What follows belongs to an exercise in optimizing a design on an open flow for small area, a short achievable clock period and few clock cycles per item; a production flow would make more cautious choices. The RTL was checked by simulation tests, not by an equivalence proof against the original design. Power is estimated from default activity; no workload was simulated.

File: flow/design.v
module rc_proto_table (
    input  wire [2:0] proto,        
    output reg  [7:0] sync_count,   
    output reg  [7:0] zero_high,
    output reg  [7:0] zero_low,
    output reg  [7:0] one_high,
    output reg  [7:0] one_low,
    output reg        inverted
);
    always @(*) begin
        case (proto)
            3'd1:    begin sync_count = 8'd31; zero_high = 8'd1; zero_low = 8'd3;  one_high = 8'd3; one_low = 8'd1; inverted = 1'b0; end
            3'd2:    begin sync_count = 8'd10; zero_high = 8'd1; zero_low = 8'd2;  one_high = 8'd2; one_low = 8'd1; inverted = 1'b0; end
            3'd3:    begin sync_count = 8'd71; zero_high = 8'd4; zero_low = 8'd11; one_high = 8'd9; one_low = 8'd6; inverted = 1'b0; end
            3'd4:    begin sync_count = 8'd6;  zero_high = 8'd1; zero_low = 8'd3;  one_high = 8'd3; one_low = 8'd1; inverted = 1'b0; end
            3'd5:    begin sync_count = 8'd14; zero_high = 8'd1; zero_low = 8'd2;  one_high = 8'd2; one_low = 8'd1; inverted = 1'b0; end
            default: begin sync_count = 8'd23; zero_high = 8'd1; zero_low = 8'd2;  one_high = 8'd2; one_low = 8'd1; inverted = 1'b1; end
        endcase
    end
endmodule
module rc_div40 (
    input  wire [6:0] r,
    input  wire [3:0] nib,
    input  wire [8:0] s1,        
    input  wire [8:0] s2,        
    input  wire [8:0] s3,        
    output wire [3:0] q,
    output wire [6:0] r_out
);
    function [8:0] step4;        
        input [8:0] t;
        input [8:0] s1, s2, s3;
        reg   [9:0] a, b, c;
        begin
            a = {1'b0, t} - {1'b0, s1};
            b = {1'b0, t} - {1'b0, s2};
            c = {1'b0, t} - {1'b0, s3};
            if (!c[9])      step4 = {2'd3, c[6:0]};
            else if (!b[9]) step4 = {2'd2, b[6:0]};
            else if (!a[9]) step4 = {2'd1, a[6:0]};
            else            step4 = {2'd0, t[6:0]};
        end
    endfunction
    wire [8:0] hi = step4({r, nib[3:2]}, s1, s2, s3);
    wire [8:0] lo = step4({hi[6:0], nib[1:0]}, s1, s2, s3);
    assign q     = {hi[8:7], lo[8:7]};
    assign r_out = lo[6:0];
endmodule
module rc_rx (
    input  wire        clk,
    input  wire        rst,
    input  wire        ev_valid,
    output wire        ev_ready,
    input  wire [15:0] ev_dt,
    input  wire        ev_edge,
    input  wire [7:0]  cfg_tol,      
    input  wire        cfg_in_en,    
    input  wire        clr_valid,    
    output reg         res_valid,
    output reg  [31:0] res_value,
    output reg  [7:0]  res_len,
    output reg  [31:0] res_unit,
    output reg  [2:0]  res_proto
);
    localparam [1:0] DV_IDLE = 2'd0, DV_RUN = 2'd1, DV_TAIL = 2'd2, DV_DONE = 2'd3;
    localparam [1:0] SC_WAIT = 2'd0, SC_BND = 2'd1, SC_SCAN = 2'd2, SC_FAIL = 2'd3;
    localparam [12:0] XMAX = 13'd4301;   
    integer i;
    reg         rdy;
    reg         a_v, a_e;           
    reg         a_f;                
    reg  [1:0]  a_ph;               
    reg  [15:0] a_dt;
    reg  [7:0]  a_tol;
    reg         a_big;              
    reg         last_e;             
    reg         f_gap, f_match;     
    assign ev_ready = rdy;
    wire accept = ev_valid & rdy;
    reg  [31:0] eacc;               
    reg  [31:0] g;                  
    reg  [12:0] tbo [0:32];         
    reg  [12:0] tbe [0:32];         
    reg  [6:0]  cnt;
    reg         rep;
    reg  [7:0]  t_cur;              
    reg  [9:0]  t_x3;               
    reg         rs;                 
    wire in_big = ev_dt > 16'd4300;
    wire in_e   = ev_edge & cfg_in_en;
    wire slow   = in_e & (~last_e | (rep & (cnt >= 7'd7) & in_big));
    reg  [1:0]  dv_st;
    reg  [2:0]  dp;
    reg  [8:0]  ds1, ds2, ds3;      
    reg         dv_fresh;           
    reg  [2:0]  dv_j;
    reg  [3:0]  nib;
    reg  [6:0]  dv_r;
    reg  [29:0] dv_u;
    reg  [9:0]  tm_lo, tm_hi;       
    reg         dq_v;
    reg  [6:0]  tra;                
    reg  [4:0]  trb;
    reg  [20:0] tq;                 
    reg  [1:0]  tqb;
    reg  [1:0]  sc_st;
    reg  [2:0]  bk;
    reg  [3:0]  kk;
    reg  [22:0] kv;                 
    reg  [2:0]  sp;
    reg  [5:0]  ia, ib;             
    reg  [6:0]  need;               
    reg         fv;                 
    reg  [12:0] x_r, y_r;
    reg  [31:0] scode;
    reg  [29:0] u_cur;
    reg  [20:0] tol_cur;
    reg         tol_c;
    reg  [12:0] zh_lo, zh_hi, zl_lo, zl_hi, oh_lo, oh_hi, ol_lo, ol_hi;
    wire [31:0] d_sum   = eacc + {16'd0, a_dt};
    wire [31:0] d_eff   = a_f ? eacc : {16'd0, a_dt};
    wire        edge_v  = a_v & a_e;
    wire [17:0] sf      = {2'b00, a_dt} - {1'b0, g[16:0]};
    wire        m_fast  = ~|g[31:17] & ((sf <= 18'd200) | (sf >= 18'h3FF38));
    wire [32:0] sx      = {1'b0, eacc} - {1'b0, g};
    wire        m_fold  = (sx <= 33'd200) | (sx >= 33'h1FFFFFF38);
    wire        sc_avail = need <= cnt;
    wire        sc_done  = (sc_st == SC_FAIL) | ((sc_st == SC_SCAN) & ~fv & ~sc_avail);
    wire        t_ok     = (a_tol == t_cur) & ~rs;
    wire        s_fold   = edge_v & a_f & (a_ph == 2'd0);
    wire        s_test   = edge_v & a_f & (a_ph == 2'd1);
    wire        act_ok   = ~a_f | (a_ph == 2'd2);
    wire        e_gap    = a_f ? f_gap : a_big;
    wire        e_match  = a_f ? f_match : m_fast;
    wire        dec_big  = edge_v & act_ok & e_gap & e_match & rep & (cnt > 7'd7);
    wire        stall    = s_fold | s_test | (dec_big & ~(t_ok & sc_done));
    wire        consume  = a_v & ~stall;
    wire        publish  = dec_big & ~stall & (sc_st == SC_SCAN);
    wire        act_edge = edge_v & ~stall;
    wire        new_frame = act_edge & (e_gap | (cnt >= 7'd67) | (cnt == 7'd0));
    wire        wr_slot  = edge_v & act_ok & ~e_gap & (cnt < 7'd67) & (cnt != 7'd0);
    wire       take     = (sc_st == SC_WAIT) & (dv_st == DV_DONE) & ~rs;
    wire       dv_first = (dv_st == DV_DONE);
    wire       dv_step  = ~rs & ((dv_st == DV_RUN) | (take & (dp != 3'd6)));
    wire [7:0] p_sync, p_zh, p_zl, p_oh, p_ol;
    wire       p_inv;
    rc_proto_table u_tab_scan (
        .proto      (sp),
        .sync_count (p_sync),
        .zero_high  (p_zh),
        .zero_low   (p_zl),
        .one_high   (p_oh),
        .one_low    (p_ol),
        .inverted   (p_inv)
    );
    reg [2:0] g_top;
    always @(*) begin
        g_top = 3'd0;
        for (i = 1; i < 8; i = i + 1)
            if (g[4*i +: 4] != 4'd0) g_top = i[2:0];
    end
    wire [3:0] dq_new;
    wire [6:0] dr_new;
    rc_div40 u_step (
        .r     (dv_fresh ? 7'd0 : dv_r),
        .nib   (nib),
        .s1    (ds1),
        .s2    (ds2),
        .s3    (ds3),
        .q     (dq_new),
        .r_out (dr_new)
    );
    function [9:0] tmul2;            
        input [1:0] q;
        input [7:0] t;
        input [9:0] t3;
        begin
            case (q)
                2'd0:    tmul2 = 10'd0;
                2'd1:    tmul2 = {2'b00, t};
                2'd2:    tmul2 = {1'b0, t, 1'b0};
                default: tmul2 = t3;
            endcase
        end
    endfunction
    function [26:0] smul;
        input [2:0] p;
        begin
            case (p)
                3'd1:    smul = {9'd93,  9'd62,  9'd31};
                3'd2:    smul = {9'd30,  9'd20,  9'd10};
                3'd3:    smul = {9'd213, 9'd142, 9'd71};
                3'd4:    smul = {9'd18,  9'd12,  9'd6};
                3'd5:    smul = {9'd42,  9'd28,  9'd14};
                default: smul = {9'd69,  9'd46,  9'd23};
            endcase
        end
    endfunction
    wire [12:0] tn = {2'b00, tra, 4'b0000} + {4'b0000, trb, 4'b0000} +
                     {3'b000, tm_lo} + {1'b0, tm_hi, 2'b00};
    reg  [5:0]  tq2;
    reg  [6:0]  trr;
    always @(*) begin
        case (tn[12:5])
            8'd0: begin tq2 = 6'd0; trr = 7'd0; end
            8'd1: begin tq2 = 6'd0; trr = 7'd32; end
            8'd2: begin tq2 = 6'd0; trr = 7'd64; end
            8'd3: begin tq2 = 6'd0; trr = 7'd96; end
            8'd4: begin tq2 = 6'd1; trr = 7'd28; end
            8'd5: begin tq2 = 6'd1; trr = 7'd60; end
            8'd6: begin tq2 = 6'd1; trr = 7'd92; end
            8'd7: begin tq2 = 6'd2; trr = 7'd24; end
            8'd8: begin tq2 = 6'd2; trr = 7'd56; end
            8'd9: begin tq2 = 6'd2; trr = 7'd88; end
            8'd10: begin tq2 = 6'd3; trr = 7'd20; end
            8'd11: begin tq2 = 6'd3; trr = 7'd52; end
            8'd12: begin tq2 = 6'd3; trr = 7'd84; end
            8'd13: begin tq2 = 6'd4; trr = 7'd16; end
            8'd14: begin tq2 = 6'd4; trr = 7'd48; end
            8'd15: begin tq2 = 6'd4; trr = 7'd80; end
            8'd16: begin tq2 = 6'd5; trr = 7'd12; end
            8'd17: begin tq2 = 6'd5; trr = 7'd44; end
            8'd18: begin tq2 = 6'd5; trr = 7'd76; end
            8'd19: begin tq2 = 6'd6; trr = 7'd8; end
            8'd20: begin tq2 = 6'd6; trr = 7'd40; end
            8'd21: begin tq2 = 6'd6; trr = 7'd72; end
            8'd22: begin tq2 = 6'd7; trr = 7'd4; end
            8'd23: begin tq2 = 6'd7; trr = 7'd36; end
            8'd24: begin tq2 = 6'd7; trr = 7'd68; end
            8'd25: begin tq2 = 6'd8; trr = 7'd0; end
            8'd26: begin tq2 = 6'd8; trr = 7'd32; end
            8'd27: begin tq2 = 6'd8; trr = 7'd64; end
            8'd28: begin tq2 = 6'd8; trr = 7'd96; end
            8'd29: begin tq2 = 6'd9; trr = 7'd28; end
            8'd30: begin tq2 = 6'd9; trr = 7'd60; end
            8'd31: begin tq2 = 6'd9; trr = 7'd92; end
            8'd32: begin tq2 = 6'd10; trr = 7'd24; end
            8'd33: begin tq2 = 6'd10; trr = 7'd56; end
            8'd34: begin tq2 = 6'd10; trr = 7'd88; end
            8'd35: begin tq2 = 6'd11; trr = 7'd20; end
            8'd36: begin tq2 = 6'd11; trr = 7'd52; end
            8'd37: begin tq2 = 6'd11; trr = 7'd84; end
            8'd38: begin tq2 = 6'd12; trr = 7'd16; end
            8'd39: begin tq2 = 6'd12; trr = 7'd48; end
            8'd40: begin tq2 = 6'd12; trr = 7'd80; end
            8'd41: begin tq2 = 6'd13; trr = 7'd12; end
            8'd42: begin tq2 = 6'd13; trr = 7'd44; end
            8'd43: begin tq2 = 6'd13; trr = 7'd76; end
            8'd44: begin tq2 = 6'd14; trr = 7'd8; end
            8'd45: begin tq2 = 6'd14; trr = 7'd40; end
            8'd46: begin tq2 = 6'd14; trr = 7'd72; end
            8'd47: begin tq2 = 6'd15; trr = 7'd4; end
            8'd48: begin tq2 = 6'd15; trr = 7'd36; end
            8'd49: begin tq2 = 6'd15; trr = 7'd68; end
            8'd50: begin tq2 = 6'd16; trr = 7'd0; end
            8'd51: begin tq2 = 6'd16; trr = 7'd32; end
            8'd52: begin tq2 = 6'd16; trr = 7'd64; end
            8'd53: begin tq2 = 6'd16; trr = 7'd96; end
            8'd54: begin tq2 = 6'd17; trr = 7'd28; end
            8'd55: begin tq2 = 6'd17; trr = 7'd60; end
            8'd56: begin tq2 = 6'd17; trr = 7'd92; end
            8'd57: begin tq2 = 6'd18; trr = 7'd24; end
            8'd58: begin tq2 = 6'd18; trr = 7'd56; end
            8'd59: begin tq2 = 6'd18; trr = 7'd88; end
            8'd60: begin tq2 = 6'd19; trr = 7'd20; end
            8'd61: begin tq2 = 6'd19; trr = 7'd52; end
            8'd62: begin tq2 = 6'd19; trr = 7'd84; end
            8'd63: begin tq2 = 6'd20; trr = 7'd16; end
            8'd64: begin tq2 = 6'd20; trr = 7'd48; end
            8'd65: begin tq2 = 6'd20; trr = 7'd80; end
            8'd66: begin tq2 = 6'd21; trr = 7'd12; end
            8'd67: begin tq2 = 6'd21; trr = 7'd44; end
            8'd68: begin tq2 = 6'd21; trr = 7'd76; end
            8'd69: begin tq2 = 6'd22; trr = 7'd8; end
            8'd70: begin tq2 = 6'd22; trr = 7'd40; end
            8'd71: begin tq2 = 6'd22; trr = 7'd72; end
            8'd72: begin tq2 = 6'd23; trr = 7'd4; end
            8'd73: begin tq2 = 6'd23; trr = 7'd36; end
            8'd74: begin tq2 = 6'd23; trr = 7'd68; end
            8'd75: begin tq2 = 6'd24; trr = 7'd0; end
            8'd76: begin tq2 = 6'd24; trr = 7'd32; end
            8'd77: begin tq2 = 6'd24; trr = 7'd64; end
            8'd78: begin tq2 = 6'd24; trr = 7'd96; end
            8'd79: begin tq2 = 6'd25; trr = 7'd28; end
            8'd80: begin tq2 = 6'd25; trr = 7'd60; end
            8'd81: begin tq2 = 6'd25; trr = 7'd92; end
            8'd82: begin tq2 = 6'd26; trr = 7'd24; end
            8'd83: begin tq2 = 6'd26; trr = 7'd56; end
            8'd84: begin tq2 = 6'd26; trr = 7'd88; end
            8'd85: begin tq2 = 6'd27; trr = 7'd20; end
            8'd86: begin tq2 = 6'd27; trr = 7'd52; end
            8'd87: begin tq2 = 6'd27; trr = 7'd84; end
            8'd88: begin tq2 = 6'd28; trr = 7'd16; end
            8'd89: begin tq2 = 6'd28; trr = 7'd48; end
            8'd90: begin tq2 = 6'd28; trr = 7'd80; end
            8'd91: begin tq2 = 6'd29; trr = 7'd12; end
            8'd92: begin tq2 = 6'd29; trr = 7'd44; end
            8'd93: begin tq2 = 6'd29; trr = 7'd76; end
            8'd94: begin tq2 = 6'd30; trr = 7'd8; end
            8'd95: begin tq2 = 6'd30; trr = 7'd40; end
            8'd96: begin tq2 = 6'd30; trr = 7'd72; end
            8'd97: begin tq2 = 6'd31; trr = 7'd4; end
            8'd98: begin tq2 = 6'd31; trr = 7'd36; end
            8'd99: begin tq2 = 6'd31; trr = 7'd68; end
            8'd100: begin tq2 = 6'd32; trr = 7'd0; end
            8'd101: begin tq2 = 6'd32; trr = 7'd32; end
            8'd102: begin tq2 = 6'd32; trr = 7'd64; end
            8'd103: begin tq2 = 6'd32; trr = 7'd96; end
            8'd104: begin tq2 = 6'd33; trr = 7'd28; end
            8'd105: begin tq2 = 6'd33; trr = 7'd60; end
            8'd106: begin tq2 = 6'd33; trr = 7'd92; end
            8'd107: begin tq2 = 6'd34; trr = 7'd24; end
            8'd108: begin tq2 = 6'd34; trr = 7'd56; end
            8'd109: begin tq2 = 6'd34; trr = 7'd88; end
            8'd110: begin tq2 = 6'd35; trr = 7'd20; end
            8'd111: begin tq2 = 6'd35; trr = 7'd52; end
            8'd112: begin tq2 = 6'd35; trr = 7'd84; end
            8'd113: begin tq2 = 6'd36; trr = 7'd16; end
            8'd114: begin tq2 = 6'd36; trr = 7'd48; end
            8'd115: begin tq2 = 6'd36; trr = 7'd80; end
            8'd116: begin tq2 = 6'd37; trr = 7'd12; end
            8'd117: begin tq2 = 6'd37; trr = 7'd44; end
            8'd118: begin tq2 = 6'd37; trr = 7'd76; end
            8'd119: begin tq2 = 6'd38; trr = 7'd8; end
            8'd120: begin tq2 = 6'd38; trr = 7'd40; end
            8'd121: begin tq2 = 6'd38; trr = 7'd72; end
            8'd122: begin tq2 = 6'd39; trr = 7'd4; end
            8'd123: begin tq2 = 6'd39; trr = 7'd36; end
            8'd124: begin tq2 = 6'd39; trr = 7'd68; end
            8'd125: begin tq2 = 6'd40; trr = 7'd0; end
            8'd126: begin tq2 = 6'd40; trr = 7'd32; end
            8'd127: begin tq2 = 6'd40; trr = 7'd64; end
            8'd128: begin tq2 = 6'd40; trr = 7'd96; end
            8'd129: begin tq2 = 6'd41; trr = 7'd28; end
            8'd130: begin tq2 = 6'd41; trr = 7'd60; end
            8'd131: begin tq2 = 6'd41; trr = 7'd92; end
            8'd132: begin tq2 = 6'd42; trr = 7'd24; end
            8'd133: begin tq2 = 6'd42; trr = 7'd56; end
            8'd134: begin tq2 = 6'd42; trr = 7'd88; end
            8'd135: begin tq2 = 6'd43; trr = 7'd20; end
            8'd136: begin tq2 = 6'd43; trr = 7'd52; end
            8'd137: begin tq2 = 6'd43; trr = 7'd84; end
            8'd138: begin tq2 = 6'd44; trr = 7'd16; end
            8'd139: begin tq2 = 6'd44; trr = 7'd48; end
            8'd140: begin tq2 = 6'd44; trr = 7'd80; end
            8'd141: begin tq2 = 6'd45; trr = 7'd12; end
            8'd142: begin tq2 = 6'd45; trr = 7'd44; end
            8'd143: begin tq2 = 6'd45; trr = 7'd76; end
            8'd144: begin tq2 = 6'd46; trr = 7'd8; end
            8'd145: begin tq2 = 6'd46; trr = 7'd40; end
            8'd146: begin tq2 = 6'd46; trr = 7'd72; end
            8'd147: begin tq2 = 6'd47; trr = 7'd4; end
            8'd148: begin tq2 = 6'd47; trr = 7'd36; end
            8'd149: begin tq2 = 6'd47; trr = 7'd68; end
            8'd150: begin tq2 = 6'd48; trr = 7'd0; end
            8'd151: begin tq2 = 6'd48; trr = 7'd32; end
            8'd152: begin tq2 = 6'd48; trr = 7'd64; end
            8'd153: begin tq2 = 6'd48; trr = 7'd96; end
            8'd154: begin tq2 = 6'd49; trr = 7'd28; end
            8'd155: begin tq2 = 6'd49; trr = 7'd60; end
            8'd156: begin tq2 = 6'd49; trr = 7'd92; end
            8'd157: begin tq2 = 6'd50; trr = 7'd24; end
            8'd158: begin tq2 = 6'd50; trr = 7'd56; end
            8'd159: begin tq2 = 6'd50; trr = 7'd88; end
            8'd160: begin tq2 = 6'd51; trr = 7'd20; end
            8'd161: begin tq2 = 6'd51; trr = 7'd52; end
            8'd162: begin tq2 = 6'd51; trr = 7'd84; end
            8'd163: begin tq2 = 6'd52; trr = 7'd16; end
            8'd164: begin tq2 = 6'd52; trr = 7'd48; end
            8'd165: begin tq2 = 6'd52; trr = 7'd80; end
            8'd166: begin tq2 = 6'd53; trr = 7'd12; end
            8'd167: begin tq2 = 6'd53; trr = 7'd44; end
            8'd168: begin tq2 = 6'd53; trr = 7'd76; end
            8'd169: begin tq2 = 6'd54; trr = 7'd8; end
            8'd170: begin tq2 = 6'd54; trr = 7'd40; end
            8'd171: begin tq2 = 6'd54; trr = 7'd72; end
            8'd172: begin tq2 = 6'd55; trr = 7'd4; end
            8'd173: begin tq2 = 6'd55; trr = 7'd36; end
            8'd174: begin tq2 = 6'd55; trr = 7'd68; end
            8'd175: begin tq2 = 6'd56; trr = 7'd0; end
            8'd176: begin tq2 = 6'd56; trr = 7'd32; end
            8'd177: begin tq2 = 6'd56; trr = 7'd64; end
            8'd178: begin tq2 = 6'd56; trr = 7'd96; end
            8'd179: begin tq2 = 6'd57; trr = 7'd28; end
            8'd180: begin tq2 = 6'd57; trr = 7'd60; end
            8'd181: begin tq2 = 6'd57; trr = 7'd92; end
            8'd182: begin tq2 = 6'd58; trr = 7'd24; end
            8'd183: begin tq2 = 6'd58; trr = 7'd56; end
            8'd184: begin tq2 = 6'd58; trr = 7'd88; end
            8'd185: begin tq2 = 6'd59; trr = 7'd20; end
            default: begin tq2 = 6'd0; trr = 7'd0; end
        endcase
    end
    wire        big  = |u_cur[29:19];
    wire [18:0] us   = u_cur[18:0];
    wire [22:0] k8   = kk[3] ? {1'b0, us, 3'b000} : kk[2] ? {2'b00, us, 2'b00} : 23'd0;
    wire [22:0] k2   = kk[1] ? {3'b000, us, 1'b0} : 23'd0;
    wire [22:0] k1   = kk[0] ? {4'b0000, us} : 23'd0;
    wire [22:0] kv_n = k8 + k2 + k1;
    wire [24:0] b_lo = {2'b00, kv} - {4'b0000, tol_cur} - {24'd0, tol_c};
    wire [24:0] b_hi = {2'b00, kv} + {4'b0000, tol_cur} + {24'd0, tol_c};
    reg  [3:0]  kb;
    always @(*) begin
        case (bk)
            3'd1:    kb = p_zh[3:0];
            3'd2:    kb = p_zl[3:0];
            3'd3:    kb = p_oh[3:0];
            default: kb = p_ol[3:0];
        endcase
    end
    wire        big_lo0 = ((kb == 4'd1) & (t_cur >= 8'd100)) | ((kb == 4'd2) & (t_cur >= 8'd200));
    wire [12:0] n_lo = big ? (big_lo0 ? 13'd0 : XMAX) :
                       b_lo[24] ? 13'd0 : (|b_lo[23:13] | (b_lo[12:0] > 13'd4300)) ? XMAX : b_lo[12:0];
    wire [12:0] n_hi = (big | (|b_hi[23:13]) | (b_hi[12:0] > 13'd4300)) ? XMAX : b_hi[12:0];
    wire        bnd_last = (sp == 3'd3) ? (bk == 3'd4) : (bk == 3'd2);
    wire [3:0]  kk_n = (bk == 3'd0) ? p_zl[3:0] : (bk == 3'd1) ? p_oh[3:0] : p_ol[3:0];
    wire        inv  = (sp == 3'd6);
    wire [12:0] rd_o = tbo[ia];
    wire [12:0] rd_e = tbe[ib];
    wire is_zero = (x_r >= zh_lo) & (x_r <= zh_hi) & (y_r >= zl_lo) & (y_r <= zl_hi);
    wire is_one  = (x_r >= oh_lo) & (x_r <= oh_hi) & (y_r >= ol_lo) & (y_r <= ol_hi);
    wire sc_fetch = ~rs & (((sc_st == SC_BND) & ~fv) | (sc_st == SC_SCAN)) & sc_avail;
    wire sc_check = ~rs & (sc_st == SC_SCAN) & fv;
    wire sc_take  = ~rs & take;
    wire sc_bnd   = ~rs & (sc_st == SC_BND);
    always @(posedge clk) begin
        if (rst) begin
            rdy       <= 1'b1;
            a_v       <= 1'b0;
            last_e    <= 1'b1;
            eacc      <= 32'd0;
            g         <= 32'd0;
            cnt       <= 7'd0;
            rep       <= 1'b0;
            t_cur     <= 8'd0;
            t_x3      <= 10'd0;
            rs        <= 1'b1;
            dv_st     <= DV_IDLE;
            dp        <= 3'd1;
            sc_st     <= SC_WAIT;
            sp        <= 3'd1;
            fv        <= 1'b0;
            res_valid <= 1'b0;
            res_value <= 32'd0;
            res_len   <= 8'd0;
            res_unit  <= 32'd0;
            res_proto <= 3'd0;
        end else begin
            if (accept)
                a_v <= 1'b1;
            else if (consume)
                a_v <= 1'b0;
            if (accept)
                last_e <= in_e;
            rdy <= ~(accept & slow) & ~(a_v & stall);
            if ((a_v & ~a_e) | s_fold)
                eacc <= d_sum;
            if (act_edge)
                eacc <= 32'd0;
            if (wr_slot)
                cnt <= cnt + 7'd1;
            rs <= 1'b0;
            if (edge_v & (a_tol != t_cur)) begin
                t_cur <= a_tol;
                t_x3  <= {2'b00, a_tol} + {1'b0, a_tol, 1'b0};
                rs    <= 1'b1;
            end
            if (new_frame) begin
                g   <= d_eff;
                cnt <= 7'd1;
                rs  <= 1'b1;
                rep <= e_gap & e_match & ~rep;
            end
            if (publish) begin
                res_valid <= 1'b1;
                res_value <= scode;
                res_len   <= {2'b00, cnt[6:1] - ((cnt[0]) ? 6'd0 : 6'd1)};
                res_unit  <= {2'b00, u_cur};
                res_proto <= sp;
            end else if (clr_valid) begin
                res_valid <= 1'b0;
                res_value <= 32'd0;
                res_len   <= 8'd0;
                res_unit  <= 32'd0;
                res_proto <= 3'd0;
            end
            if (rs) begin
                dv_st <= DV_RUN;
                dp    <= 3'd1;
            end else begin
                case (dv_st)
                    DV_RUN:  if (dv_j == 3'd0) dv_st <= DV_TAIL;
                    DV_TAIL: dv_st <= DV_DONE;
                    DV_DONE: begin
                        if (take) begin
                            if (dp == 3'd6) begin
                                dv_st <= DV_IDLE;
                            end else begin
                                dp    <= dp + 3'd1;
                                dv_st <= (dv_j == 3'd0) ? DV_TAIL : DV_RUN;
                            end
                        end
                    end
                    default: ;
                endcase
            end
            if (rs) begin
                sc_st <= SC_WAIT;
                sp    <= 3'd1;
                fv    <= 1'b0;
            end else begin
                if (sc_take)
                    fv <= 1'b0;
                else if (sc_fetch)
                    fv <= 1'b1;
                else if (sc_check)
                    fv <= 1'b0;
                case (sc_st)
                    SC_WAIT: if (take) sc_st <= SC_BND;
                    SC_BND:  if (bnd_last) sc_st <= SC_SCAN;
                    SC_SCAN: begin
                        if (fv & ~(is_zero | is_one)) begin
                            if (sp == 3'd6) begin
                                sc_st <= SC_FAIL;
                            end else begin
                                sp    <= sp + 3'd1;
                                sc_st <= SC_WAIT;
                            end
                        end
                    end
                    default: ;
                endcase
            end
        end
    end
    always @(posedge clk) begin
        if (accept) begin
            a_e   <= in_e;
            a_f   <= ~last_e;
            a_ph  <= 2'd0;
            a_dt  <= ev_dt;
            a_tol <= cfg_tol;
            a_big <= in_big;
        end else if (s_fold | s_test) begin
            a_ph  <= a_ph + 2'd1;
        end
        if (s_test) begin
            f_gap   <= eacc > 32'd4300;
            f_match <= m_fold;
        end
        if (wr_slot) begin
            if (cnt[0])
                tbo[cnt[6:1]] <= d_eff[12:0];
            else
                tbe[cnt[6:1] - 6'd1] <= d_eff[12:0];
        end
        dv_r  <= dr_new;
        tm_lo <= tmul2(dq_new[1:0], t_cur, t_x3);
        tm_hi <= tmul2(dq_new[3:2], t_cur, t_x3);
        if (rs) begin
            {ds3, ds2, ds1} <= smul(3'd1);
            dv_fresh <= 1'b1;
            dv_j  <= g_top;
            nib   <= g[{g_top, 2'b00} +: 4];
            dv_u  <= 30'd0;
            dq_v  <= 1'b0;
            tra   <= 7'd0;
            trb   <= 5'd0;
            tq    <= 21'd0;
            tqb   <= 2'd0;
        end else begin
            if (dq_v) begin
                tra <= trr;
                trb <= tn[4:0];
                tq  <= {tq[16:0] + {11'd0, tqb, 4'b0000}, tq2[3:0]};
                tqb <= tq2[5:4];
            end
            if (dv_step) begin
                dv_u  <= {dv_first ? 26'd0 : dv_u[25:0], dq_new};
                dv_fresh <= 1'b0;
                dv_j  <= dv_j - 3'd1;
                nib   <= g[{dv_j - 3'd1, 2'b00} +: 4];
                dq_v  <= 1'b1;
            end else begin
                dq_v  <= 1'b0;
            end
            if (dv_first & dv_step) begin
                tra   <= 7'd0;
                trb   <= 5'd0;
                tq    <= 21'd0;
                tqb   <= 2'd0;
            end
            if (dv_st == DV_TAIL) begin
                {ds3, ds2, ds1} <= smul(dp + 3'd1);
                dv_fresh <= 1'b1;
                dv_j  <= g_top;
                nib   <= g[{g_top, 2'b00} +: 4];
            end
        end
        if (sc_take) begin
            u_cur   <= dv_u;
            tol_cur <= tq + {15'd0, tqb, 4'b0000};
            tol_c   <= ({1'b0, tra} + {3'b000, trb}) >= 8'd100;
            scode   <= 32'd0;
            ia      <= p_inv ? 6'd1 : 6'd0;
            ib      <= 6'd0;
            need    <= p_inv ? 7'd4 : 7'd3;
            bk      <= 3'd0;
            kk      <= p_zh[3:0];
        end
        if (sc_bnd) begin
            kv <= kv_n;
            kk <= kk_n;
            bk <= bk + 3'd1;
            case (bk)
                3'd1: begin
                    zh_lo <= n_lo;  zh_hi <= n_hi;
                    if (sp != 3'd3) begin ol_lo <= n_lo; ol_hi <= n_hi; end
                end
                3'd2: begin
                    zl_lo <= n_lo;  zl_hi <= n_hi;
                    if (sp != 3'd3) begin oh_lo <= n_lo; oh_hi <= n_hi; end
                end
                3'd3: begin oh_lo <= n_lo; oh_hi <= n_hi; end
                3'd4: begin ol_lo <= n_lo; ol_hi <= n_hi; end
                default: ;
            endcase
        end
        if (sc_fetch) begin
            x_r  <= inv ? rd_e : rd_o;
            y_r  <= inv ? rd_o : rd_e;
            ia   <= ia + 6'd1;
            ib   <= ib + 6'd1;
            need <= need + 7'd2;
        end
        if (sc_check)
            scode <= {scode[30:0], ~is_zero};
    end
endmodule
File: flow/run.sh
#!/bin/bash
# synth_recipe.tcl (not shown) runs the flow's synth.tcl, then flattens the netlist and writes it again
# the make line also repeats each setting of config.mk as NAME=value (left out here)
make -C /OpenROAD-flow-scripts/flow DESIGN_CONFIG=/design/flow/config.mk WORK_HOME=/design/flow/orfs CLKGATE_MAP_FILE= SYNTH_SCRIPT=/design/flow/synth_recipe.tcl finish
File: flow/config.mk
export PLATFORM = sky130hd
export DESIGN_NAME = rc_rx
export DESIGN_NICKNAME = rc_rx
export VERILOG_FILES = /design/flow/design.v
export SDC_FILE = /design/flow/constraint.sdc
export NUM_CORES = 4
export LEC_CHECK = 0
export CAP_MARGIN = 20
export CORE_MARGIN = 2
export CORE_UTILIZATION = 65
export CTS_BUF_LIST = sky130_fd_sc_hd__clkbuf_4
export SLEW_MARGIN = 20
File: flow/constraint.sdc
create_clock -name core_clock -period 20.0 [get_ports {clk}]
set_input_delay 4.0000 -clock core_clock [delete_from_list [all_inputs] [get_ports {clk}]]
set_output_delay 4.0000 -clock core_clock [all_outputs]
set_load 0.01 [all_outputs]
==> flow_summary.json, run 1 <==
{
  "status": "no timing/DRC/antenna violations",
  "dieArea_um2": 111000,
  "cp_slowest_stage_delay_ns": 0.58,
  "synth_cell_types": 103,
  "worstSetupStartpoint": "res_proto[0]",
  "cts.reportedPaths.clkPinSlew_ns": 0.07,
  "drt_iter0_drc": 4588,
  "drtPass1Iterations": 6,
  "postRouteAntennaNets": 0,
  "criticalPathCategory": "register to output pin",
  "power.share.switching": 0.266,
  "path_buf_inv": 1,
  "ys_seq_area_frac": 0.573,
  "critPathArrivalTime_ns": 2.18,
  "place_hpwl_um": 114000,
  "internal_power_w": 0.00496,
  "clk_latency_ns": 1.20,
  "cp_slowest_cell": "clkdlybuf4s50_1",
  "power.leakage_nw": 29.0,
  "critPathLaunchType": "register",
  "num_rows": 121,
  "async_flop_share": 0,
  "gp_congestion": 0.916,
  "antenna_found_initial": 3,
  "via_per_inst": 6.18,
  "cap_violations": 0,
  "switching_power_w": 0.00180,
  "netlist_instances": 5477,
  "synth_edf_count": 1157,
  "cts_buffers": 378,
  "initial_utilization": 0.653,
  "synthTopCellsByArea": "edfxtp_1 49%, mux4_2 8.7%, dfxtp_1 8.2%",
  "critical_path.top_delay_family": "buffers and inverters",
  "num_vias": 46400,
  "final_nets": 6243,
  "routed_wl_um": 170000,
  "yosysTopAreaCellShare": 0.491,
  "clock-sinks": 1447,
  "cts_htree_levels": 5,
  "drive_above_1_share": 0.176,
  "slew_viol_final": 0,
  "seqPwrFrac": 0.495,
  "p_clk_frac": 0.367,
  "hold_path.startpoint": "dv_u[27]",
  "die_w_um": 334,
  "min_path_type": "register to register",
  "fillCellCount": 7482,
  "vdd_drop_max_uv": 69.3,
  "final_cell_mix": "1,157 x edfxtp_1, 553 x clkbuf_4, 410 x nor2_1",
  "syn_avg_cell_area_um2": 12.9,
  "cts_root_buffer": "clkbuf_4",
  "hold_violations": 0,
  "ios": 107,
  "fin_worst_skew_ns": 0.116,
  "r2r_start": "dv_fresh",
  "grt_usage": 0.307,
  "grt_pass1_wl_um": 262000,
  "cts_tree": "yes",
  "regArea_um2": 40600,
  "core_area_um2": 108000,
  "fin_util": 0.721,
  "period_share": 0.309,
  "worst_pin_slew_ns": 1.02,
  "slew_headroom": 0.320,
  "crit_fanout": 2,
  "power-per-cell-area_nw_per_um2": 86.4,
  "rsz0062_at_grt": "no",
  "period_minus_slack_ns": 6.18,
  "grt_pass1_vias": 45400,
  "tns_ns": 0,
  "yosys.area.top_type": "edfxtp_1",
  "clockBufferDepth": 4,
  "worst_ep_required_time_ns": 16.00,
  "cts_setup_buffers": 0,
  "synth.yosys.warnings": 3,
  "setup_violations": 0,
  "ys_seq_elements": 1447,
  "multiInputGateArea_um2": 28100,
  "netlist_area_um2": 70700,
  "grt_overflow": 0,
  "io_buffers": 102,
  "wl_per_cell_um": 22.7,
  "cts_hold_buf": 0,
  "cp_cell_sequence": "clkdlybuf4s50_1",
  "max_freq_mhz": 162,
  "grt_max_degree": 119,
  "remaining_drc_errors": 0,
  "cts_resized": 0,
  "endpoint_kind": "output pin",
  "ys.flop_type": "edfxtp_1",
  "area_growth_pct": 10.5,
  "p_comb_frac": 0.139,
  "layout.cells.most_common": "edfxtp_1",
  "dieHeight_um": 334
}
==> routing by layer <==
metal  vias to the layer above  global-route usage  routed length (um)
met5                         -                   0                   0
met4                         0              0.0900                3460
met3                       246              0.0600               14300
met2                      1915               0.470               78700
met1                     22700               0.452               73900
li1                      21500                   -                   -
==> state kept, by name (all words and copies together) (netlist names), 32 cells and up, named ones only <==
signal / count
scode: 32
g: 32
tbe: 429
tbo: 429
res_value: 32
eacc: 32
==> metrics by stage <==
step / total power [W] / setup WS, ns / area (um2) / hold slack, ns / instances
final: 0.00676 / 13.82 / 78200 / 0.447 / 7505
after global routing: 0.00706 / 13.63 / 78200 / 0.449 / 7505
after CTS: 0.00680 / 13.68 / 78100 / 0.442 / 7495
after detailed placement: 0.00432 / 13.81 / 73500 / 0.420 / 6854
after global placement: 0.00431 / 13.72 / 73500 / 0.414 / 6854
after floorplan: 0.00408 / 14.59 / 70800 / 0.408 / 5480
==> final timing paths <==
path,endpoint,slack (ns),cells after the start
hold reg to reg,u_cur[27],0.45,0
setup reg to reg,dv_u[0],14.06,22
hold / removal,u_cur[27],0.45,0
setup / recovery,res_proto[0],13.82,1
==> synthesized netlist by cell type, drive strengths merged (37+ instances only) <==
master  instances
edfxtp       1157
nor2          429
a21oi         403
ha            352
nand2         351
inv           337
dfxtp         290
mux4          273
o21ai         178
clkbuf        166
xnor2         124
mux2i         117
nand3b        102
nand3          92
nor3           82
buf            78
a21o           74
xor2           65
and2           61
nand2b         55
nor2b          54
a211oi         47
and3           42
o211ai         40
fa             38
o21a           38
nand4          37
==> power by group through the flow <==
| stage | clock [W] | combinational, W | sequential [W] |
|---|---|---|---|
| after floorplan | 0 | 0.000698 | 0.00338 |
| after global placement | 0 | 0.000905 | 0.00341 |
| after detailed placement | 0 | 0.000916 | 0.00341 |
| after CTS | 0.00253 | 0.000921 | 0.00334 |
| after global routing | 0.00268 | 0.00104 | 0.00334 |
| final | 0.00248 | 0.000938 | 0.00334 |
==> layout make-up <==
class                      instances  share of cell area
antenna                            7            0.000224
inverter                         337              0.0162
clock inverter                    88             0.00627
clock buffer                     553              0.0531
sequential                      1447               0.519
multi-input combinational       3452               0.359
timing repair buffer             207              0.0233
tap                             1414              0.0226
==> logic make-up (layout without fill, tap and decap cells) <==
kind of cell,Yosys count,after routing,synth area share
DFF,1447,1447,0.573
and+or+nand+nor,1421,1421,0.0988
AOI/OAI and AO/OA,1040,1040,0.0933
buffers and inverters,581,1185,0.0317
muxes,408,408,0.106
adders and majority gates,390,390,0.0730
xor gates and xnor gates,189,189,0.0235
other,1,11,0.0000530
Testbench counts, summed over its fixed seeds: cycles 23,186, events 22,061.
==> run 2: changes to the inputs <==
--- a/flow/config.mk
+++ b/flow/config.mk
@@ -7,6 +7,5 @@
 export LEC_CHECK = 0
 export CAP_MARGIN = 20
 export CORE_MARGIN = 2
-export CORE_UTILIZATION = 65
-export CTS_BUF_LIST = sky130_fd_sc_hd__clkbuf_4
+export CORE_UTILIZATION = 40
 export SLEW_MARGIN = 20
==> run 2 against run 1 <==
- global-route usage down 11 points
- non-clock buffer count down 1
- highest routed layer is now met5
- sequential share of layout area down 0.80 points
- sequential power about the same
- register-to-register slack better by 0.36 ns
- worst hold slack worse by 0.017 ns
- via count down 4.1%
- clock power up 8.9%
- core utilization down 27 points
- fmax up 3.8%
==> flow_summary.json, run 2 <==
{
  "grt_pass1_wl_um": 269000,
  "tns_ns": 0,
  "cts_htree_levels": 4,
  "routed_wl_um": 176000,
  "synth_cell_types": 103,
  "initial_utilization": 0.402,
  "worstSetupEndpoint": "res_value[1]",
  "worst_ep_required_time_ns": 16.00,
  "netlist_instances": 5477,
  "cp_slowest_cell": "clkdlybuf4s50_1",
  "grt_overflow": 0,
  "syn_avg_cell_area_um2": 12.9,
  "rr_endpoint": "dv_u[0]",
  "critPathLaunchType": "register",
  "p_comb_frac": 0.135,
  "worst_slack_ns": 14.04,
  "rr_worst_depth": 20,
  "use_met1": 0.267,
  "die_w_um": 425,
  "dieArea_um2": 180000,
  "num_vias": 44500,
  "cts_hold_buf": 0,
  "gp_congestion": 0.889,
  "cp.depth": 1,
  "clockBufferDepth": 3,
  "yosys.area.top_type": "edfxtp_1",
  "netlist_area_um2": 70700,
  "endpoint_kind": "output pin",
  "setup_violations": 0,
  "wl_per_cell_um": 21.9,
  "via_per_inst": 5.52,
  "cap_violations": 0,
  "power.share.switching": 0.262,
  "synth.yosys.warnings": 3,
  "io_buffers": 102,
  "regToRegSetupSlack_ns": 14.42,
  "cts.reportedPaths.clkPinSlew_ns": 0.06,
  "synth_most_common_cell": "edfxtp_1",
  "internal_power_w": 0.00516,
  "grt_max_degree": 96,
  "critical_path.top_delay_family": "buffers and inverters",
  "cp_cell_sequence": "clkdlybuf4s50_1",
  "slew_viol_final": 0,
  "cts_tree": "yes",
  "slew_headroom": 0.261,
  "seqPwrFrac": 0.478,
  "fin_worst_skew_ns": 0.0474,
  "synth_edf_count": 1157,
  "ys_top_cells_by_count": "1,157 x edfxtp_1, 426 x nor2_1, 398 x a21oi_1, 352 x ha_1, 350 x nand2_1",
  "rsz0062_at_grt": "no",
  "pre_cts_slack_ns": 13.64,
  "postRouteAntennaNets": 0,
  "period_share": 0.298,
  "layout.cells.most_common": "edfxtp_1",
  "final_nets": 6014,
  "r2r_start": "dv_fresh",
  "ys.flop_type": "edfxtp_1",
  "antenna_found_initial": 4,
  "power-per-cell-area_nw_per_um2": 88.0,
  "worstSetupStartpoint": "res_value[1]",
  "grt_pass1_vias": 43900,
  "cts_resized": 0,
  "remaining_drc_errors": 0,
  "cts_root_buffer": "clkbuf_16",
  "cts_setup_buffers": 0,
  "cp_slowest_stage_delay_ns": 0.61,
  "critPathArrivalTime_ns": 1.96,
  "core_area_um2": 176000,
  "switching_power_w": 0.00183,
  "drive_above_1_share": 0.121,
  "grt_usage": 0.194,
  "clk_latency_ns": 0.81,
  "cts_buffers": 150,
  "dieHeight_um": 425,
  "final_cell_mix": "1,157 x edfxtp_1, 405 x nor2_1, 396 x a21oi_1",
  "grt_util_met2": 0.322,
  "clock-sinks": 1447,
  "place_hpwl_um": 119000,
  "p_clk_frac": 0.387,
  "max_freq_mhz": 168,
  "ys_seq_area_frac": 0.573,
  "ys_seq_elements": 1447,
  "synthTopCellsByArea": "edfxtp_1 49%, mux4_2 8.7%, dfxtp_1 8.2%",
  "hold_violations": 0,
  "worst_pin_slew_ns": 1.11,
  "grt_busiest_layer": "met2",
  "ios": 107,
  "async_flop_share": 0,
  "met3_usage": 0.0274,
  "vdd_drop_max_uv": 65.9,
  "drtPass1Iterations": 9,
  "yosysTopAreaCellShare": 0.491,
  "path_buf_inv": 1,
  "p_total_w": 0.00699,
  "crit_fanout": 2,
  "finalNonFillerCells": 8056,
  "min_path_type": "register to register",
  "power.leakage_nw": 28.5,
  "drt_iter0_drc": 3590,
  "status": "no timing/DRC/antenna violations",
  "area_growth_pct": 12.3,
  "hold_path.startpoint": "dv_u[26]",
  "criticalPathCategory": "register to output pin",
  "dp_cells": 7781,
  "period_minus_slack_ns": 5.96,
  "num_rows": 154
}
[run 2: cell count changes in the layout (fill, tap and decap cells not counted), sizes merged]
cell,before,now
clkbuf,553,206
clkinv,77,52
diode,7,1
bufinv,4,6
inv,341,343
buf,106,105
[run 2: cell type report]
cell class / count / area [um2]
fillers: 15700 / 96500
flip-flops and latches: 1447 / 40600
multi-input cells: 3452 / 28100
clock buffers: 206 / 4070
well taps: 2340 / 2930
repair buffers: 206 / 1830
inverters: 337 / 1260
clock inverters: 67 / 644
diodes: 1 / 2.50
[run 2: kinds of logic (layout without fill, tap and decap cells)]
family,Yosys count,after routing,synth area share
flip-flops,1447,1447,0.573
multiplexers,408,408,0.106
XOR/XNOR,189,189,0.0235
AO/OA/AOI/OAI,1040,1040,0.0933
AND/OR/NAND/NOR,1421,1421,0.0988
adder cells (fa/ha/maj),390,390,0.0730
buffers and inverters,581,816,0.0317
other,1,5,0.0000530
[run 2: per-stage QoR]
| stage | utilization | hold WS (ns) | cell area, um2 |
|---|---|---|---|
| 2_1_floorplan | - | 0.408 | 70800 |
| 3_3_place_gp | 0.424 | 0.414 | 74600 |
| 3_5_place_dp | 0.424 | 0.416 | 74700 |
| 4_1_cts | 0.451 | 0.430 | 79400 |
| 5_1_grt | 0.451 | 0.443 | 79400 |
| 6_report | 0.451 | 0.430 | 79400 |
[run 2: worst min-delay path by stage]
stage	end	slack (ns)	cells past startpoint
final	u_cur[26]	0.43	0
after detailed placement	u_cur[26]	0.42	0
after CTS	u_cur[26]	0.43	0
after global placement	u_cur[29]	0.41	0
after floorplan	u_cur[26]	0.41	0
after global routing	u_cur[29]	0.44	0
[run 2: per-layer routing]
layer,up-vias,part of all wire,routed length (um)
met5,-,0.000074,13
met4,2,0.023,4000
met3,203,0.047,8210
met2,1094,0.49,85700
met1,22400,0.44,78300
li1,20800,-,-
[run 2: power by group through the flow]
| stage | Clock, W | Sequential [W] | Combinational (W) |
|---|---|---|---|
| after detailed placement | 0 | 0.00340 | 0.000927 |
| after floorplan | 0 | 0.00338 | 0.000698 |
| after global routing | 0.00288 | 0.00334 | 0.00105 |
| after global placement | 0 | 0.00340 | 0.000917 |
| final | 0.00270 | 0.00334 | 0.000943 |
| after CTS | 0.00276 | 0.00334 | 0.000933 |
==> run 3: changes to the inputs <==
--- a/flow/design.v
+++ b/flow/design.v
@@ -139,9 +139,12 @@
     wire        act_edge = edge_v & ~stall;
     wire        new_frame = act_edge & (e_gap | (cnt >= 7'd67) | (cnt == 7'd0));
     wire        wr_slot  = edge_v & act_ok & ~e_gap & (cnt < 7'd67) & (cnt != 7'd0);
+    wire        t_new    = edge_v & (a_tol != t_cur);
+    wire        rs_set   = new_frame | t_new;
+    wire [31:0] g_new    = new_frame ? d_eff : g;
     wire       take     = (sc_st == SC_WAIT) & (dv_st == DV_DONE) & ~rs;
     wire       dv_first = (dv_st == DV_DONE);
-    wire       dv_step  = ~rs & ((dv_st == DV_RUN) | (take & (dp != 3'd6)));
+    wire       dv_step  = (dv_st == DV_RUN) | (take & (dp != 3'd6));
     wire [7:0] p_sync, p_zh, p_zl, p_oh, p_ol;
     wire       p_inv;
     rc_proto_table u_tab_scan (
@@ -157,7 +160,7 @@
     always @(*) begin
         g_top = 3'd0;
         for (i = 1; i < 8; i = i + 1)
-            if (g[4*i +: 4] != 4'd0) g_top = i[2:0];
+            if (g_new[4*i +: 4] != 4'd0) g_top = i[2:0];
     end
     wire [3:0] dq_new;
     wire [6:0] dr_new;
@@ -460,7 +463,7 @@
             if (wr_slot)
                 cnt <= cnt + 7'd1;
             rs <= 1'b0;
-            if (edge_v & (a_tol != t_cur)) begin
+            if (t_new) begin
                 t_cur <= a_tol;
                 t_x3  <= {2'b00, a_tol} + {1'b0, a_tol, 1'b0};
                 rs    <= 1'b1;
@@ -484,7 +487,7 @@
                 res_unit  <= 32'd0;
                 res_proto <= 3'd0;
             end
-            if (rs) begin
+            if (rs_set) begin
                 dv_st <= DV_RUN;
                 dp    <= 3'd1;
             end else begin
@@ -554,14 +557,15 @@
             else
                 tbe[cnt[6:1] - 6'd1] <= d_eff[12:0];
         end
-        dv_r  <= dr_new;
+        if (dv_step | (dv_st == DV_TAIL))
+            dv_r <= dr_new;
         tm_lo <= tmul2(dq_new[1:0], t_cur, t_x3);
         tm_hi <= tmul2(dq_new[3:2], t_cur, t_x3);
-        if (rs) begin
+        if (rs_set) begin
             {ds3, ds2, ds1} <= smul(3'd1);
             dv_fresh <= 1'b1;
             dv_j  <= g_top;
-            nib   <= g[{g_top, 2'b00} +: 4];
+            nib   <= g_new[{g_top, 2'b00} +: 4];
             dv_u  <= 30'd0;
             dq_v  <= 1'b0;
             tra   <= 7'd0;
@@ -581,6 +585,12 @@
                 dv_j  <= dv_j - 3'd1;
                 nib   <= g[{dv_j - 3'd1, 2'b00} +: 4];
                 dq_v  <= 1'b1;
+                if (dv_j == 3'd0) begin
+                    {ds3, ds2, ds1} <= smul(dp + 3'd1);
+                    dv_fresh <= 1'b1;
+                    dv_j  <= g_top;
+                    nib   <= g[{g_top, 2'b00} +: 4];
+                end
             end else begin
                 dq_v  <= 1'b0;
             end
@@ -590,11 +600,10 @@
                 tq    <= 21'd0;
                 tqb   <= 2'd0;
             end
-            if (dv_st == DV_TAIL) begin
-                {ds3, ds2, ds1} <= smul(dp + 3'd1);
-                dv_fresh <= 1'b1;
-                dv_j  <= g_top;
-                nib   <= g[{g_top, 2'b00} +: 4];
+            if ((dv_st == DV_TAIL) & (dv_j != 3'd0) & ({5'd0, nib} < ds1)) begin
+                dv_fresh <= 1'b0;
+                dv_j  <= dv_j - 3'd1;
+                nib   <= g[{dv_j - 3'd1, 2'b00} +: 4];
             end
         end
         if (sc_take) begin
@@ -605,8 +614,9 @@
             ia      <= p_inv ? 6'd1 : 6'd0;
             ib      <= 6'd0;
             need    <= p_inv ? 7'd4 : 7'd3;
-            bk      <= 3'd0;
-            kk      <= p_zh[3:0];
+            kv      <= (sp == 3'd3) ? {2'b00, dv_u[18:0], 2'b00} : {4'b0000, dv_u[18:0]};
+            bk      <= 3'd1;
+            kk      <= p_zl[3:0];
         end
         if (sc_bnd) begin
             kv <= kv_n;
==> run 3 against run 2 <==
- area after synthesis rose by 1.0%
- worst hold slack got worse by 0.00061 ns
- sequential cell count did not move
- fmax fell by 2.4%
- routed wire length rose by 1.1%
- cell count rose by 1.6%
- largest power group unchanged
- synthesized cell count rose by 2.2%
- clock-buffer cell count fell by 13
- critical path type is now register to register
==> flow_summary.json, run 3 <==
{
  "min_path_type": "register to register",
  "synth-simple-area-share": 0.100,
  "synth-adder-area-share": 0.0726,
  "critical_path.top_delay_family": "compound AO/OA/AOI/OAI gates",
  "vdd_drop_max_uv": 207,
  "grt_pass1_wl_um": 271000,
  "grt_overflow": 0,
  "status": "no timing/DRC/antenna violations",
  "setup_violations": 0,
  "power-per-cell-area_nw_per_um2": 116,
  "synth.yosys.warnings": 3,
  "ys.flop_type": "edfxtp_1",
  "cp_slowest_stage_delay_ns": 0.65,
  "critPathArrivalTime_ns": 6.64,
  "netlist_instances": 5600,
  "cts_setup_buffers": 0,
  "cts_resized": 0,
  "area_growth_pct": 12.5,
  "fin_worst_skew_ns": 0.0413,
  "gp_congestion": 0.871,
  "synthTopCellsByArea": "edfxtp_1 49%, mux4_2 8.4%, dfxtp_1 7.9%",
  "synth_top_family_by_area": "multiplexers",
  "cp_slowest_cell": "nor2_1",
  "synth_cell_types": 98,
  "cts_tree": "yes",
  "finalNonFillerCells": 8183,
  "die_w_um": 427,
  "grt_pass1_vias": 44300,
  "netlist_area_um2": 71500,
  "drtPass1Iterations": 5,
  "initial_utilization": 0.401,
  "fillCellCount": 15900,
  "power.leakage_nw": 29.0,
  "slew_viol_final": 0,
  "syn_avg_cell_area_um2": 12.8,
  "final_nets": 6120,
  "crit_fanout": 26,
  "muxShareOfSynthArea": 0.112,
  "dieHeight_um": 427,
  "slew_headroom": 0.276,
  "cts_hold_buf": 0,
  "num_vias": 45300,
  "cp_cell_sequence": "nor2b_1 -> ha_1 -> o21ai_0 -> a21boi_0 -> o21ai_0 -> a21oi_1 -> o21a_1 -> o21ai_0 -> nand2_1 -> o21ai_0 -> ha_1 -> a21o_1 -> a21oi_1 -> nor2b_1 -> o31a_1 -> nor2_1 -> o211ai_1 -> a31o_2",
  "worst_ep_required_time_ns": 20.54,
  "cts_buffers": 152,
  "cap_violations": 0,
  "num_rows": 155,
  "clockBufferDepth": 3,
  "postRouteAntennaNets": 0,
  "ys_seq_area_frac": 0.568,
  "cts.reportedPaths.clkPinSlew_ns": 0.06,
  "synth_xor_area_frac": 0.0230,
  "synth-compound-area-share": 0.0910,
  "place_hpwl_um": 120000,
  "endpoint_kind": "register",
  "period_share": 0.305,
  "io_buffers": 102,
  "routed_wl_um": 178000,
  "path_buf_inv": 0,
  "criticalPathCategory": "register to register",
  "async_flop_share": 0,
  "remaining_drc_errors": 0,
  "crit_top_cell": "o21ai_0",
  "grt_max_degree": 83,
  "synth_edf_count": 1164,
  "cts_root_buffer": "clkbuf_16",
  "multiInputGateArea_um2": 28700,
  "dp_cells": 7900,
  "wl_per_cell_um": 21.8,
  "worst_pin_slew_ns": 1.09,
  "ios": 107,
  "core_area_um2": 178000,
  "grt_usage": 0.194,
  "period_minus_slack_ns": 6.10,
  "drt_iter0_drc": 3971,
  "dieArea_um2": 182000,
  "cts_htree_levels": 4,
  "hold_violations": 0,
  "clk_latency_ns": 0.81,
  "ys_top_cells_by_count": "1,164 x edfxtp_1, 539 x nor2_1, 367 x a21oi_1, 353 x ha_1, 341 x inv_1",
  "rsz0062_at_grt": "no",
  "yosys.area.top_type": "edfxtp_1",
  "clock-sinks": 1447,
  "drive_above_1_share": 0.123,
  "antenna_found_initial": 3,
  "final_cell_mix": "1,164 x edfxtp_1, 514 x nor2_1, 364 x a21oi_1",
  "max_freq_mhz": 164,
  "tns_ns": 0,
  "critPathLaunchType": "register",
  "via_per_inst": 5.54,
  "layout.cells.most_common": "edfxtp_1",
  "yosysTopAreaCellShare": 0.489,
  "synth_most_common_cell": "edfxtp_1",
  "regArea_um2": 40600,
  "ys_seq_elements": 1447
}
==> run 3: cell types whose count changed after synthesis, sizes merged, moves of 14 or more <==
| cell | before | now |
|---|---|---|
| a21o | 74 | 59 |
| a31oi | 28 | 42 |
| nand2 | 351 | 303 |
| clkbuf | 166 | 186 |
| nand3b | 102 | 5 |
| a21oi | 403 | 369 |
| nor3b | 8 | 96 |
| mux2i | 117 | 158 |
| nand2b | 55 | 35 |
| nor2 | 429 | 539 |
| mux2 | 18 | 33 |
| o21a | 38 | 71 |
==> run 3: per-stage QoR <==
stage                     power [W]  cell area [um2]  hold WS, ns   util  setup slack, ns
after floorplan             0.00578            71500        0.409      -            14.69
after global placement      0.00646            75400        0.415  0.423            13.89
after detailed placement    0.00650            75400        0.418  0.423            13.98
after CTS                   0.00934            80400        0.433  0.452            13.93
after global routing        0.00983            80400        0.437  0.452            13.39
final                       0.00932            80400        0.429  0.452            13.90
==> run 3: worst paths after layout <==
check	startpoint	end	slack, ns	cells after the start
max	dv_fresh	dv_r[3]	13.90	18
max reg2reg	dv_fresh	dv_r[3]	13.90	18
min reg2reg	dv_u[26]	u_cur[26]	0.43	0
min	dv_u[26]	u_cur[26]	0.43	0
==> run 3: kinds of logic (layout without fill, tap and decap cells) <==
kind of cell    after synthesis  count (layout)
buf+inv                     608             831
simple gates               1480            1480
flops                      1447            1447
fa+ha+maj                   392             392
mux                         459             459
other cells                   1               6
compound gates             1025            1025
xor+xnor                    188             188
==> run 3: layout make-up <==
class,instances,share of cell area
multi-input cells,3548,0.357
well taps,2355,0.0366
repair buffers,209,0.0226
clock buffers,193,0.0509
diodes,2,0.0000622
flip-flops and latches,1447,0.506
clock inverters,88,0.0116
inverters,341,0.0159
==> run 3: where the power goes <==
part / internal [W] / leakage, nW / switching [W] / total [W]
registers: 0.00341 / 12.7 / 0.000149 / 0.00356
clock network: 0.00161 / 2.44 / 0.00122 / 0.00283
logic: 0.00110 / 13.8 / 0.00183 / 0.00293
total: 0.00612 / 29.0 / 0.00320 / 0.00932
==> run 3: worst reg2reg max path: stages, from the launching register on <==
cell and delay [ns]:
dfxtp_1 0.43, nor2b_1 0.39, ha_1 0.34, o21ai_0 0.12, a21boi_0 0.15, o21ai_0 0.26, a21oi_1 0.12, o21a_1 0.17
o21ai_0 0.25, nand2_1 0.55, o21ai_0 0.63, ha_1 0.36, a21o_1 0.18, a21oi_1 0.22, nor2b_1 0.08, o31a_1 0.52
nor2_1 0.65, o211ai_1 0.19, a31o_2 0.28
==> run 3: per-layer routing <==
| layer | vias to the layer above | global-route usage | wire length (um) | share of wire |
|---|---|---|---|---|
| met4 | 0 | 0.0579 | 4890 | 0.027 |
| li1 | 21200 | - | - | - |
| met3 | 250 | 0.0251 | 8820 | 0.050 |
| met2 | 1205 | 0.314 | 84200 | 0.47 |
| met5 | - | 0 | 0 | 0 |
| met1 | 22600 | 0.272 | 80200 | 0.45 |
Testbench counts of run 3, summed over its fixed seeds: cycles 22,662, events 22,061.
==> run 4: changes to the inputs <==
==> flow/flow/run.sh (new file) <==
#!/bin/bash
# The standard layout, with one change: the buffers that ORFS puts on
# every input and output port are buf_4 cells instead of the slow delay
# buffer buffer_ports picks by default. Everything else is standard.sh.
set -euo pipefail
export BUFFER_PORTS_ARGS="-buffer_cell sky130_fd_sc_hd__buf_4"
bash standard.sh > standard.log 2>&1
==> flow/standard.sh (new file) <==
#!/bin/bash
# synth_recipe.tcl (not shown) runs the flow's synth.tcl, then flattens the netlist and writes it again
# the make line also repeats each setting of config.mk as NAME=value (left out here)
make -C /OpenROAD-flow-scripts/flow DESIGN_CONFIG=/design/flow/config.mk WORK_HOME=/design/flow/orfs CLKGATE_MAP_FILE= SYNTH_SCRIPT=/design/flow/synth_recipe.tcl "${@:-finish}"
removed: flow/run.sh
==> run 4 against run 3 <==
- still clean
- design area decreased by 0.27%
- cell count barely moved
- combinational power barely moved
- routed wire length rose by 1.4%
- via count rose by 0.39%
- worst hold slack better by 0.0039 ns
- core utilization is 0.12 points lower
- critical path type unchanged
- largest cell class unchanged
- highest routed layer is now met5
==> flow_summary.json, run 4 <==
{
  "status": "no timing/DRC/antenna violations",
  "power-per-cell-area_nw_per_um2": 116,
  "synth.yosys.warnings": 3,
  "netlist_area_um2": 71500,
  "syn_avg_cell_area_um2": 12.8,
  "drive_above_1_share": 0.140,
  "ys_top_cells_by_count": "1,164 x edfxtp_1, 539 x nor2_1, 367 x a21oi_1, 353 x ha_1, 341 x inv_1",
  "max_freq_mhz": 167,
  "timing.hold.ws_ns": 0.433,
  "clk_latency_ns": 0.80,
  "crit_fanout": 26,
  "place_hpwl_um": 122000,
  "cts_root_buffer": "clkbuf_16",
  "final_nets": 6123,
  "pre_cts_slack_ns": 14.00,
  "clockBufferDepth": 3,
  "cts_resized": 0,
  "hold_violations": 0,
  "synth_edf_count": 1164,
  "initial_utilization": 0.401,
  "die_w_um": 427,
  "cts_setup_buffers": 0,
  "async_flop_share": 0,
  "antenna_found_initial": 2,
  "netlist_instances": 5600,
  "grt_pass1_wl_um": 274000,
  "cts.reportedPaths.clkPinSlew_ns": 0.06,
  "ys_seq_area_frac": 0.568,
  "gp_congestion": 0.871,
  "cap_violations": 0,
  "synth_cell_types": 98,
  "cts_tree": "yes",
  "core_area_um2": 178000,
  "min_path_type": "register to register",
  "remaining_drc_errors": 0,
  "grt_max_degree": 120,
  "drt_iter0_drc": 4037,
  "cts_buffers": 150,
  "postRouteAntennaNets": 0,
  "fin_area_um2": 80200,
  "power.leakage_nw": 29.2,
  "worst_slack_ns": 14.00,
  "cts_hold_buf": 0,
  "ios": 107,
  "dieHeight_um": 427,
  "synthTopCellsByArea": "edfxtp_1 49%, mux4_2 8.4%, dfxtp_1 7.9%",
  "routed_wl_um": 181000,
  "rsz0062_at_grt": "no",
  "cts_htree_levels": 4,
  "synth_most_common_cell": "edfxtp_1",
  "fin_util": 0.450,
  "critPathLaunchType": "register",
  "endpoint_kind": "register",
  "period_minus_slack_ns": 6.00,
  "setup_violations": 0,
  "criticalPathCategory": "register to register",
  "worst_pin_slew_ns": 1.20,
  "wl_per_cell_um": 22.1,
  "period_share": 0.300,
  "clock-sinks": 1447,
  "num_rows": 155,
  "ys.flop_type": "edfxtp_1",
  "area_growth_pct": 12.2,
  "slew_headroom": 0.193,
  "num_vias": 45500,
  "yosys.area.top_type": "edfxtp_1",
  "io_buffers": 102,
  "worst_ep_required_time_ns": 20.52,
  "via_per_inst": 5.56,
  "ys_seq_elements": 1447,
  "final_cell_mix": "1,164 x edfxtp_1, 523 x nor2_1, 364 x a21oi_1",
  "layout.cells.most_common": "edfxtp_1",
  "placed_area_um2": 75100,
  "dieArea_um2": 182000,
  "fin_worst_skew_ns": 0.0272,
  "tns_ns": 0,
  "grt_usage": 0.197,
  "drtPass1Iterations": 7,
  "grt_pass1_vias": 44300,
  "vdd_drop_max_uv": 210,
  "slew_viol_final": 0,
  "yosysTopAreaCellShare": 0.489,
  "grt_overflow": 0,
  "critPathArrivalTime_ns": 6.52
}
## run 4: power breakdown
group	leakage (nW)	internal, W	switching [W]
Clock	2.46	0.00164	0.00120
Combinational	14.1	0.00110	0.00184
Sequential	12.7	0.00341	0.000149
## run 4: worst paths after layout
path | cells after the start | start | slack, ns | end
min | 0 | dv_u[26] | 0.43 | u_cur[26]
min reg2reg | 0 | dv_u[26] | 0.43 | u_cur[26]
max reg2reg | 19 | dv_fresh | 14.00 | dv_r[6]
max | 19 | dv_fresh | 14.00 | dv_r[6]
## run 4: kinds of logic (layout without fill, tap and decap cells)
| logic type | after synthesis | count (layout) | synth area share |
|---|---|---|---|
| and+or+nand+nor | 1480 | 1480 | 0.100 |
| DFF | 1447 | 1447 | 0.568 |
| AOI/OAI and AO/OA | 1025 | 1025 | 0.0910 |
| buffers and inverters | 608 | 833 | 0.0328 |
| muxes | 459 | 459 | 0.112 |
| adders and majority gates | 392 | 392 | 0.0726 |
| xor gates and xnor gates | 188 | 188 | 0.0230 |
| other | 1 | 6 | 0.0000525 |
## run 4: critical path: stages, from the launching register on
cell and delay (ns):
dfxtp_1 0.43, nor2b_1 0.40, ha_1 0.34, o21ai_0 0.11
a21boi_0 0.16, o21ai_0 0.24, a21oi_1 0.12, o21a_1 0.17
o21ai_0 0.25, nand2_1 0.55, a211oi_1 0.44, a21oi_1 0.16
ha_1 0.42, a21oi_1 0.11, nor2b_1 0.12, o31a_1 0.65
nor2_1 0.36, a211oi_1 0.37, mux2i_1 0.23, a31oi_1 0.09
## run 4: layer usage
| metal | global-route usage | wire (um) | vias up |
|---|---|---|---|
| li1 | - | - | 21200 |
| met3 | 0.0271 | 9550 | 242 |
| met1 | 0.278 | 81100 | 22800 |
| met5 | 0 | 22 | - |
| met4 | 0.0481 | 4020 | 4 |
| met2 | 0.321 | 86000 | 1235 |
## run 4: layout make-up
| cell class | instances | area, um2 |
|---|---|---|
| antenna | 2 | 5.00 |
| clock buffer | 187 | 4060 |
| clock inverter | 91 | 957 |
| fill | 16000 | 97900 |
| inverter | 341 | 1280 |
| multi-input combinational | 3548 | 28700 |
| sequential | 1447 | 40600 |
| tap | 2355 | 2950 |
| timing repair buffer | 214 | 1620 |
## run 4: through the flow
stage	instances	total power [W]
after global routing	8183	0.00986
after floorplan	5603	0.00578
final	8185	0.00934
after global placement	7904	0.00648
after CTS	8182	0.00936
after detailed placement	7904	0.00651

## port drivers added, routing unchanged
No port has a modelled driver above. Below, the same layouts with a new extraction and two added sets of constraints. Step 1 assumes that a clkbuf_16 drives the clock port and a buf_2 every other input. Step 2, shift: input delay + t, output delay - t, t = (earliest + latest rising clock arrival at the registers) / 2. This alone moves slack from input paths to output paths. Slacks: ideal ports / drivers / drivers and shift; pairs: ideal ports / drivers.
run | t, ns | slack for setup (ns) | hold slack, ns | slew at the worst register clock pin (ns) | worst data-port slew with drivers (ns)
run 1 | 1.212 | 13.820 / 13.742 / 13.834 | 0.447 / 0.447 / 0.447 | 0.08 / 0.08 | 0.04
run 2 | 0.873 | 14.044 / 13.962 / 13.664 | 0.430 / 0.430 / 0.430 | 0.06 / 0.06 | 0.11
run 3 | 0.874 | 13.897 / 13.897 / 13.897 | 0.429 / 0.429 / 0.429 | 0.07 / 0.07 | 0.08
run 4 | 0.869 | 14.003 / 14.003 / 14.003 | 0.433 / 0.433 / 0.433 | 0.07 / 0.07 | 0.07
After both steps setup and hold are still met in every run listed. For run 2, which loses most, drivers alone change the setup slack by -0.082 ns; drivers and shift together by -0.380 ns.
